This is an optimization exercise on Yosys and OpenROAD, whose aim is small area, a short achievable clock period and few clock cycles, not a production implementation.
Function was checked by simulation only, so behaviour that the tests miss may differ from the original.
Power is estimated from default activity; no workload was simulated.

### design/flow/config.mk
export PLATFORM = sky130hd
export DESIGN_NAME = framecore_tx
export DESIGN_NICKNAME = framecore_tx
export VERILOG_FILES = /design/flow/design.v
export SDC_FILE = /design/flow/constraint.sdc
export NUM_CORES = 4
export LEC_CHECK = 0
export CAP_MARGIN = 20
export CORE_MARGIN = 2
export CORE_UTILIZATION = 40
export SLEW_MARGIN = 20
### design/flow/constraint.sdc
create_clock -name core_clock -period 5.0 [get_ports {clk}]
set_input_delay 1.0000 -clock core_clock [delete_from_list [all_inputs] [get_ports {clk}]]
set_output_delay 1.0000 -clock core_clock [all_outputs]
set_load 0.01 [all_outputs]
### design/flow/design.v
module framecore_tx (
    input  wire        clk,
    input  wire        rst,             
    input  wire        cmd_valid,
    output wire        cmd_ready,
    input  wire [2:0]  cmd_op,
    input  wire [6:0]  cmd_len,
    input  wire        cmd_scheme,      
    input  wire [32:0] cmd_gen,
    input  wire [7:0]  cmd_tag_start,
    input  wire [7:0]  cmd_tag_stop,
    input  wire [7:0]  cmd_tag_esc,
    input  wire        in_valid,
    output wire        in_ready,
    input  wire [7:0]  in_data,
    output wire        out_valid,
    input  wire        out_ready,
    output wire [7:0]  out_data,
    output reg         done,
    output reg  [3:0]  res_result,
    output reg  [3:0]  res_errcode,
    output reg  [31:0] res_rem,
    output reg  [7:0]  res_olen
);
    localparam OP_NOP  = 3'd0;
    localparam OP_CENC = 3'd1;
    localparam OP_CVAL = 3'd2;
    localparam OP_PENC = 3'd3;
    localparam OP_PVAL = 3'd4;
    localparam OP_STUF = 3'd5;
    localparam OP_BLD  = 3'd6;
    localparam ERR_NONE    = 3'd0;
    localparam ERR_ILLOP   = 3'd1;
    localparam ERR_RSVD    = 3'd2;
    localparam ERR_BADLEN  = 3'd3;
    localparam ERR_BADGEN  = 3'd4;
    localparam ERR_BADTAGS = 3'd5;
    localparam S_IDLE  = 3'd0;
    localparam S_REJ   = 3'd1;    
    localparam S_START = 3'd2;    
    localparam S_PAY   = 3'd3;    
    localparam S_VTAIL = 3'd4;    
    localparam S_FIN   = 3'd5;    
    localparam S_CODE  = 3'd6;    
    localparam S_STOP  = 3'd7;    
    reg  [2:0]  st;
    reg  [2:0]  op;
    reg  [2:0]  errc;
    reg  [6:0]  cnt;         
    reg  [31:0] R;           
    reg  [31:0] G;           
    reg  [2:0]  k;
    reg  [1:0]  lm1;         
    reg  [1:0]  ci;          
    reg  [7:0]  t_start, t_stop, t_esc;
    reg  [7:0]  prev;        
    reg         esc_sent;
    reg         scheme;
    reg  [7:0]  olen;
    function [5:0] degree(input [32:0] g);
        integer i;
        begin
            degree = 6'd0;
            for (i = 0; i < 33; i = i + 1)
                if (g[i]) degree = i[5:0];
        end
    endfunction
    function [31:0] div_byte(input [31:0] r, input [31:0] g, input [1:0] lm,
                             input [7:0] b, input direct);
        reg [7:0]  t, gt, h, q;
        reg [31:0] w;
        integer i, j;
        begin
            case (lm)
                2'd0: begin t = r[7:0];   gt = g[7:0];   end
                2'd1: begin t = r[15:8];  gt = g[15:8];  end
                2'd2: begin t = r[23:16]; gt = g[23:16]; end
                default: begin t = r[31:24]; gt = g[31:24]; end
            endcase
            if (direct) t = t ^ b;
            h[0] = 1'b1;
            for (i = 1; i < 8; i = i + 1) begin
                h[i] = 1'b0;
                for (j = 1; j <= i; j = j + 1)
                    h[i] = h[i] ^ (gt[8 - j] & h[i - j]);
            end
            for (i = 0; i < 8; i = i + 1) begin
                q[i] = 1'b0;
                for (j = i; j < 8; j = j + 1)
                    q[i] = q[i] ^ (t[j] & h[j - i]);
            end
            w = {r[23:0], direct ? 8'd0 : b};
            for (i = 0; i < 8; i = i + 1)
                if (q[i]) w = w ^ (g << i);
            case (lm)
                2'd0: w = {24'd0, w[7:0]};
                2'd1: w = {16'd0, w[15:0]};
                2'd2: w = {8'd0,  w[23:0]};
                default: ;
            endcase
            div_byte = w;
        end
    endfunction
    function is_tag(input [7:0] b, input [7:0] s0, input [7:0] s1, input [7:0] s2);
        is_tag = (b == s0) || (b == s1) || (b == s2);
    endfunction
    wire        c_takes_len = (cmd_op >= OP_CENC) && (cmd_op <= OP_BLD);
    wire        c_uses_gen  = (cmd_op == OP_CENC) || (cmd_op == OP_CVAL) ||
                              ((cmd_op == OP_BLD) && !cmd_scheme);
    wire        c_uses_par  = (cmd_op == OP_PENC) || (cmd_op == OP_PVAL) ||
                              ((cmd_op == OP_BLD) && cmd_scheme);
    wire        c_uses_tags = (cmd_op == OP_STUF) || (cmd_op == OP_BLD);
    wire        c_tags_ok   = (cmd_tag_start != cmd_tag_stop) &&
                              (cmd_tag_start != cmd_tag_esc) &&
                              (cmd_tag_stop  != cmd_tag_esc);
    wire        c_gen_ok    = (cmd_gen[32:1] != 32'd0);
    reg  [2:0]  c_err;
    always @(*) begin
        if (cmd_op == 3'd7)                          c_err = ERR_ILLOP;
        else if (!c_takes_len && cmd_len != 7'd0)    c_err = ERR_RSVD;
        else if (c_takes_len && cmd_len > 7'd64)     c_err = ERR_BADLEN;
        else if (c_uses_gen && !c_gen_ok)            c_err = ERR_BADGEN;
        else if (c_uses_tags && !c_tags_ok)          c_err = ERR_BADTAGS;
        else                                         c_err = ERR_NONE;
    end
    wire [5:0]  c_d    = degree(cmd_gen);
    wire [5:0]  c_dm1  = c_d - 6'd1;
    wire [2:0]  c_k    = 3'd0 - c_d[2:0];
    wire [1:0]  c_lm1  = c_dm1[4:3];
    wire [32:0] c_gs   = cmd_gen << c_k;
    wire        c_out  = (cmd_op == OP_CENC) || (cmd_op == OP_PENC) || (cmd_op == OP_BLD) ||
                         ((cmd_op == OP_STUF) && (cmd_len != 7'd0));
    wire        emits    = (op == OP_STUF) || (op == OP_BLD);
    wire        is_val   = (op == OP_CVAL);
    wire        is_par   = (op == OP_PENC) || (op == OP_PVAL) || ((op == OP_BLD) && scheme);
    wire        is_crc   = !is_par && (op != OP_STUF);
    reg  [7:0]  code_b;
    always @(*) begin
        case (ci)
            2'd0: code_b = R[7:0];
            2'd1: code_b = R[15:8];
            2'd2: code_b = R[23:16];
            default: code_b = R[31:24];
        endcase
    end
    wire [7:0]  cand     = (st == S_CODE) ? code_b : in_data;
    wire        need_esc = ((st == S_PAY) || (st == S_CODE)) && emits && !esc_sent && is_tag(cand, t_start, t_stop, t_esc);
    reg         o_valid;
    reg  [7:0]  o_data;
    always @(*) begin
        case (st)
            S_START: begin o_valid = 1'b1;              o_data = t_start; end
            S_STOP:  begin o_valid = 1'b1;              o_data = t_stop;  end
            S_PAY:   begin o_valid = emits && in_valid; o_data = need_esc ? t_esc : cand; end
            S_CODE:  begin o_valid = 1'b1;              o_data = need_esc ? t_esc : cand; end
            default: begin o_valid = 1'b0;              o_data = cand; end
        endcase
    end
    assign out_valid = o_valid;
    assign out_data  = o_data;
    wire        send  = o_valid && out_ready;
    wire        take  = (st == S_PAY) && in_valid && (!emits || (out_ready && !need_esc));
    assign in_ready   = (st == S_PAY) && (!emits || (out_ready && !need_esc));
    wire        last  = (cnt == 7'd1);
    wire        fin   = (st == S_REJ) || (st == S_FIN) ||
                        ((st == S_PAY) && (op == OP_STUF) && take && last) ||
                        ((st == S_CODE) && send && !need_esc && (ci == 2'd0) && (op != OP_BLD)) ||
                        ((st == S_STOP) && out_ready);
    assign cmd_ready = (st == S_IDLE) || fin;
    wire        acc   = cmd_valid && cmd_ready;
    wire [2:0]  m      = 3'd0 - k;                        
    wire [7:0]  fcur   = (st == S_PAY) ? in_data : 8'd0;
    wire [15:0] fpair  = {prev, fcur};
    wire [7:0]  fbyte  = fpair >> m;                      
    wire [7:0]  dbyte  = is_val ? fbyte : in_data;
    wire [31:0] r_div  = div_byte(R, G, lm1, dbyte, !is_val);
    always @(*) begin
        done        = fin;
        res_errcode = {1'b0, errc};
        if (errc != ERR_NONE)
            res_result = 4'd6;
        else if ((op == OP_CVAL && R != 32'd0) || (op == OP_PVAL && R[0]))
            res_result = 4'd5;
        else
            res_result = 4'd0;
        res_rem  = R >> k;
        res_olen = olen;
    end
    always @(posedge clk) begin
        if (rst) begin
            st   <= S_IDLE;
            R    <= 32'd0;
            olen <= 8'd0;
        end else begin
            if (send && !fin) olen <= olen + 8'd1;
            if (send) esc_sent <= need_esc;
            case (st)
                S_START: if (send) st <= (cnt != 7'd0) ? S_PAY : S_CODE;
                S_PAY: if (take) begin
                    cnt  <= cnt - 7'd1;
                    prev <= in_data;
                    if (is_par)
                        R <= {31'd0, R[0] ^ (^in_data)};
                    else if (is_crc)
                        R <= r_div;
                    if (last) begin
                        case (op)
                            OP_CVAL: st <= (m != 3'd0) ? S_VTAIL : S_FIN;
                            OP_PVAL: st <= S_FIN;
                            OP_STUF: st <= S_IDLE;
                            default: st <= S_CODE;
                        endcase
                    end
                end
                S_VTAIL: begin
                    R  <= r_div;
                    st <= S_FIN;
                end
                S_CODE: if (send && !need_esc) begin
                    ci <= ci - 2'd1;
                    if (ci == 2'd0) st <= (op == OP_BLD) ? S_STOP : S_IDLE;
                end
                default: if (fin) st <= S_IDLE;
            endcase
            if (acc) begin
                op       <= (c_err != ERR_NONE) ? OP_NOP : cmd_op;
                scheme   <= cmd_scheme;
                errc     <= c_err;
                cnt      <= cmd_len;
                t_start  <= cmd_tag_start;
                t_stop   <= cmd_tag_stop;
                t_esc    <= cmd_tag_esc;
                prev     <= 8'd0;
                esc_sent <= 1'b0;
                if (c_err != ERR_NONE || cmd_op == OP_NOP)
                    st <= S_REJ;
                else begin
                    olen <= {7'd0, c_out};
                    if (c_uses_gen) begin
                        R   <= 32'd0;
                        G   <= c_gs[31:0];
                        k   <= c_k;
                        lm1 <= c_lm1;
                        ci  <= c_lm1;
                    end else begin
                        ci  <= 2'd0;
                    end
                    if (c_uses_par) begin
                        R   <= 32'd0;
                        k   <= 3'd0;
                        lm1 <= 2'd0;
                    end
                    if (cmd_op == OP_BLD)
                        st <= S_START;
                    else if (cmd_len != 7'd0)
                        st <= S_PAY;
                    else if (cmd_op == OP_CENC || cmd_op == OP_PENC)
                        st <= S_CODE;
                    else
                        st <= S_FIN;
                end
            end
        end
    end
endmodule
### design/flow/flow/run.sh
#!/bin/bash
set -euo pipefail
export BUFFER_PORTS_ARGS="-buffer_cell sky130_fd_sc_hd__buf_2"
bash standard.sh > standard_flow.log 2>&1
### design/flow/standard.sh
#!/bin/bash
# synth_recipe.tcl (not shown) runs the flow's synth.tcl, then flattens the netlist and writes it again
# the make line also repeats each setting of config.mk as NAME=value (left out here)
make -C /OpenROAD-flow-scripts/flow DESIGN_CONFIG=/design/flow/config.mk WORK_HOME=/design/flow/orfs CLKGATE_MAP_FILE= SYNTH_SCRIPT=/design/flow/synth_recipe.tcl "${@:-finish}"
==> results of run 1 <==
registers in the layout (all words and copies together) (netlist names):
name and flops:
G 32, R 32, ci 2, cnt 7
errc 3, esc_sent 1, k 3, lm1 2
olen 8, op 3, prev 7, scheme 1
st 3, t_esc 8, t_start 8, t_stop 8
routing by layer:
layer | up-vias | track usage [%] | share of wire, %
met5 | - | 0 | 0
met3 | 66 | 3.65 | 8.2
met4 | 0 | 8.05 | 2.4
met1 | 6321 | 35.0 | 44
li1 | 6180 | - | -
met2 | 629 | 38.7 | 45
cell usage after synthesis, drive strengths merged, types with 11 or more instances:
cell type    n
nand2      345
xnor2      232
nor2        96
clkbuf      88
edfxtp      85
a21oi       71
o21ai       70
xor2        68
mux4        47
mux2i       45
inv         44
buf         43
dfxtp       43
mux2        35
nor3        33
o2bb2ai     31
a32oi       27
o22ai       27
nor4        25
nor2b       23
a21o        18
a211oi      15
a22oi       14
ha          12
nand3       11
o21bai      11
cells by family (layout without fill, tap and decap cells):
group | after synthesis | after routing | share of synthesized area (%)
xor gates and xnor gates | 309 | 309 | 20.2
DFF | 128 | 128 | 24.3
other | 1 | 2 | 0.0267
and+or+nand+nor | 594 | 594 | 18.5
muxes | 127 | 127 | 13.5
adders and majority gates | 12 | 12 | 1.07
AOI/OAI and AO/OA | 343 | 343 | 17.0
buffers and inverters | 176 | 288 | 5.32
power breakdown:
part | switching, W | leakage [nW] | internal [W]
clock | 0.000559 | 0.296 | 0.000713
sequential | 0.000342 | 1.13 | 0.00134
combinational | 0.00413 | 4.78 | 0.00365
total | 0.00503 | 6.21 | 0.00571
through the flow:
stage,cells,setup slack (ps),instance area (um2)
6_report,2258,61.7,16100
5_1_grt,2258,-46.5,16100
4_1_cts,2241,0.762,15800
3_5_place_dp,2209,64.6,15200
3_3_place_gp,2209,135,15200
2_1_floorplan,1691,403,14100
worst max path at each step:
stage,slack [ps],depth (start not counted),end,from
2_1_floorplan,400,17,G[14]$_DFFE_PP_,cmd_gen[2]
3_3_place_gp,130,13,out_data[2],ci[0]$_DFFE_PN_
3_5_place_dp,60,13,out_data[2],ci[0]$_DFFE_PN_
4_1_cts,0.8,14,out_data[2],ci[0]$_DFFE_PN_
5_1_grt,-50,15,cmd_ready,ci[1]$_DFFE_PN_
6_report,60,15,cmd_ready,ci[1]$_DFFE_PN_
area by class of cell:
type	instances	area [um2]
fill	3444	18500
multi-input combinational	1387	10100
sequential	128	3420
timing repair buffer	211	1260
tap	455	569
clock buffer	19	475
inverter	45	169
clock inverter	13	111
repair_timing:
action / CTS / global route
gates resized for setup: 6 / 21
pin swaps: 0 / 12
endpoints found under the setup margin: 9 / 9
gates cloned: 0 / 1
buffers inserted: 0 / 16
worst max-delay path: stages (launching register included):
cell and delay (ps):
edfxtp_1 530, buf_6 180, ha_4 180, a22oi_1 190, nand2_1 130, a22oi_4 230
buf_4 160, xnor2_1 70, nor4_2 410, nand3_1 190, a311oi_4 290, buf_4 170
buf_4 160, o22ai_4 100, or2_2 330, buf_2 150
==> results.txt, run 1 <==
crit end category output pin; Peak Freq a little over 200 MHz; Leak between 6 and 7 nW; DRC errors left 0; WP data required ~4000 ps; Area Overhead vs Synth 14.1%; Routed Wire Length 45.9 mm; 1st-iter DRT viols 1232; hold crit path type reg2reg; HP Start olen[7]$_SDFF_PP0_; VDD IR max roughly 0.32 mV; nets between 1.5k and 2k; Rows slightly below 70; worst r2r dst R[10]$_SDFF_PP0_; total die area 36700 um2; largest net degree at the start of global routing 51; Final Max Tran Viols 0; worst reg-to-reg setup slack roughly 390 ps; most frequent cells in the layout 345 x nand2_1, 229 x xnor2_1, 138 x buf_2; root buffer cell clkbuf_16; routability cong. between 0.9 and 1; Relative slew margins around a quarter; layout cells sized above 1 between 20 and 25%; Max clock buf depth 2; max-cap viol count 0; vias after detailed routing about 13k; global-route wire length before repair about 71 mm; vias in the first global route between 10k and 15k; H-tree Lvls 4; synthesized cell area around 14000 um2; commonest non-fill, non-tap cell in the layout nand2_1; WP data arrival between 3000 and 4000 ps; DPL Wire Length 33.4 mm; Inserted Clock Buffers 17; ys flop type edfxtp_1; CP startpoint kind flop; Hold Crit Depth 2; Final Cycle Share a little over nine tenths; Clk pin slew, worst setup/hold paths 70 ps; Port Buffers approximately 140; clock skew 18.2 ps; register area share after synthesis between 20% and 30%; Unique masters post-synth 81; total track usage 24.8%; starting density of the core 40.7%; n_diodes 0; PD cells around 670 nW/um2; Clock Sinks between 100 and 150; die width roughly 190 um; core area 34500 um2; Fin Hold WS about 530 ps; Die Y 192 um; Worst-Skew Late Latency roughly 440 ps; R2R cell count 16; Worst Tran Pin Value 1110 ps; worst reg2reg path startpoint lm1[0]$_SDFFCE_PN0P_; final core utilization 46.5%; Vias/cell just under 6; WHS Endpoint olen[7]$_SDFF_PP0_; #FFs+latches synth roughly 130; antenna violations before repair 0; CTS tree yes; antenna-violating nets left 0; ys async rst share 0%; status no timing/DRC/antenna violations; Routed WL per cell a little over 20 um; final critical-path required period 4940 ps; number of flops mapped to enable cells by yosys between 80 and 90; Yosys top cell area share a little under a fifth; final setup TNS 0 ps; final hold vios 0; Crit Path Category reg2out; IO Count between 100 and 150; final setup violation count 0; hold_buf cts 0; Mapped Cells 1690; crit path max fanout 8; overall power 0.0107 W; Yosys warnings 1; Overflow after GRT 0; DRT Pass-1 Iters 5; Synth Area per Inst around 8.3 um2; largest cells by area after synthesis edfxtp_1 18%, xnor2_1 14%, nand2_1 9.2%; area leader, netlist edfxtp_1
Testbench counts, summed over its fixed seeds: cycles 11,439.
==> run 2, diff against run 1 <==
==> design/flow/run.sh (new file) <==
#!/bin/bash
# synth_recipe.tcl (not shown) runs the flow's synth.tcl, then flattens the netlist and writes it again
# the make line also repeats each setting of config.mk as NAME=value (left out here)
make -C /OpenROAD-flow-scripts/flow DESIGN_CONFIG=/design/flow/config.mk WORK_HOME=/design/flow/orfs CLKGATE_MAP_FILE= SYNTH_SCRIPT=/design/flow/synth_recipe.tcl finish
removed: design/flow/flow/run.sh
removed: design/flow/standard.sh
==> results.txt, run 2 <==
final setup violation count 0; DRC errors left 0; H-tree Lvls 4; Hold Crit Depth 2; routability cong. ~0.9; R2R cell count 16; VDD IR max between 0.4 and 0.5 mV; die width about 190 um; final core utilization 49.2%; top cell types by occurrence after synthesis 345 x nand2_1, 231 x xnor2_1, 95 x nor2_1, 88 x clkbuf_1, 85 x edfxtp_1; #FFs+latches synth between 100 and 150; WP data required 4000 ps; Clk pin slew, worst setup/hold paths around 70 ps; global-route wire length before repair 73.4 mm; final hold vios 0; DPL Wire Length about 35 mm; DRT Pass-1 Iters 8; Inserted Clock Buffers 17; total track usage about a quarter; antenna-violating nets left 0; 1st-iter DRT viols ~1.5k; most common cell in the netlist nand2_1; hold_buf cts 0; Worst-Skew Late Latency between 400 and 500 ps; Peak Freq a little over 200 MHz; Final Cycle Share a little over nine tenths; Unique masters post-synth 81; Final Max Tran Viols 0; Vias/cell approximately 5.8; layout cells sized above 1 around 15%; Area after DPL roughly 16000 um2; Worst Tran Pin Value ~870 ps; largest registers G (32), R (32); Routed WL per cell around 20 um; multi-input logic area 10000 um2; overall power 0.0113 W; Synth Area per Inst approximately 8.3 um2; PD cells ~660 nW/um2; Yosys top cell area share a little under a fifth; Leak approximately 6.3 nW; Port Buffers 138; Mapped Cells 1690; Final Cell Area ~17000 um2; synthesized cell area 14100 um2; number of flops mapped to enable cells by yosys 85; most frequent cells in the layout 344 x nand2_1, 230 x xnor2_1, 128 x clkdlybuf4s50_1; Die Y about 190 um; status no timing/DRC/antenna violations; final critical-path required period about 4800 ps; commonest non-fill, non-tap cell in the layout nand2_1; IO Count ~140; antenna violations before repair 0; Routed Wire Length between 40 and 50 mm; Max clock buf depth 2; complex-gate fraction of the synthesized area 17.0%; hold crit path type reg2reg; crit path max fanout 8; Area Overhead vs Synth 20.8%; Cells after DPL approximately 2.3k; Post-Layout Cell Count around 2.3k; vias in the first global route 12.9k; WP data arrival between 3000 and 4000 ps; largest net degree at the start of global routing 51; mux cell area share after synthesis 13.5%; starting density of the core roughly two fifths; max-cap viol count 0; Relative slew margins 41.9%; ys async rst share 0%; Simple-Gate Fraction of Synth Area between 10% and 20%; post-synthesis xor/xnor area fraction approximately a fifth; clock skew between 20 and 25 ps; nets approximately 1.9k; core area around 35000 um2; largest family of logic cells by synthesized area XOR/XNOR gates; ys flop type edfxtp_1; Fill cells 3328; crit end category output pin; vias after detailed routing about 13k; CP startpoint kind flop; n_diodes 0; Overflow after GRT 0; root buffer cell clkbuf_16; Clock Sinks around 130; Yosys warnings 1; largest cells by area after synthesis edfxtp_1 18%, xnor2_1 14%, nand2_1 9.2%; register area 3410 um2; Rows 68; CTS tree yes; area leader, netlist edfxtp_1; Crit Path Category reg2out; fraction of the mapped netlist area in adder cells between 1 and 1.5%; register area share after synthesis around a quarter; total die area about 37000 um2
-- run 2: cell count changes in the layout (fill, tap and decap cells not counted), sizes merged --
cell	change
clkdlybuf4s50	+128
buf	-105
clkinv	+1
inv	-3
clkbuf	+9
dlymetal6s2s	+2
-- run 2: layout make-up --
class	count	share of cell area, %
well taps	455	3.35
repair buffers	243	13.0
clock inverters	11	0.626
multi-input cells	1387	59.0
flip-flops and latches	128	20.1
inverters	45	0.994
clock buffers	21	2.97
-- run 2: cell families (layout without fill, tap and decap cells) --
kind of cell	count (synthesis)	count (layout)
mux	127	127
flops	128	128
buf+inv	176	320
fa+ha+maj	12	12
other cells	1	2
compound gates	343	343
simple gates	594	594
xor+xnor	309	309
-- run 2: routing by layer --
metal / vias to the layer above / part of all wire (%) / track usage, %
met5: - / 0 / 0
met4: 0 / 2.4 / 8.05
met3: 71 / 8.3 / 4.08
met2: 620 / 45 / 39.9
met1: 6271 / 45 / 36.6
li1: 6249 / - / -
-- run 2: final timing paths --
check,from,slack [ps],end
max,ci[0]$_DFFE_PN_,190,out_data[5]
min,olen[1]$_SDFF_PP0_,530,olen[1]$_SDFF_PP0_
max reg2reg,lm1[0]$_SDFFCE_PN0P_,390,R[1]$_SDFF_PP0_
min reg2reg,olen[1]$_SDFF_PP0_,530,olen[1]$_SDFF_PP0_
-- run 2: worst max-delay path: stages, from the launching register on --
cell and delay, ps:
edfxtp_1 510, buf_4 200, ha_4 180, a22oi_2 140, nand2_1 100, a22oi_2 300
xnor2_1 130, nor4_1 320, buf_4 180, nand3_1 110, a311oi_4 340, a21boi_4 230
buf_6 140, a222oi_1 90, o22ai_1 240, clkbuf_2 180
-- run 2: timing repair --
action                     4_1_cts  5_1_grt
pin swaps                        6       15
setup endpoints to repair       10       11
hold endpoints to repair         0        0
buffers inserted                 4        3
gates resized for setup         16       31
-- run 2: stage by stage --
stage	setup WS (ps)	hold WS, ps	TNS, ps
global placement	6.27	512	0
global route	-5.40	568	-5.40
CTS	21.7	525	0
detailed placement	-75.2	510	-327
finish	187	529	0
floorplan	403	483	0
-- run 2: power by group --
group	switching [W]	internal, W	leakage (nW)
Sequential	0.000192	0.00134	1.13
Clock	0.000553	0.000744	0.300
Combinational	0.00452	0.00392	4.90

==> re-timing with driven ports <==
The flow's constraints put no driver on any port. The routed layouts listed below were extracted and timed again, unchanged, in two steps. Step 1 assumes that a clkbuf_16 drives the clock port and a buf_2 every other input. Step 2, shift: input delay + t, output delay - t, t = (earliest + latest rising clock arrival at the registers) / 2. This alone moves slack from input paths to output paths. a / b / c = no drivers / after step 1 / after step 2; a / b = the first two.
run | shift t [ns] | setup slack, ns | worst data-port slew with drivers (ns) | pins driven straight from the clock port
run 1 | 0.484 | 0.062 / 0.010 / 0.393 | 0.05 | 1
run 2 | 0.475 | 0.187 / 0.138 / 0.193 | 0.05 | 1
After both steps every run listed still meets setup and hold.
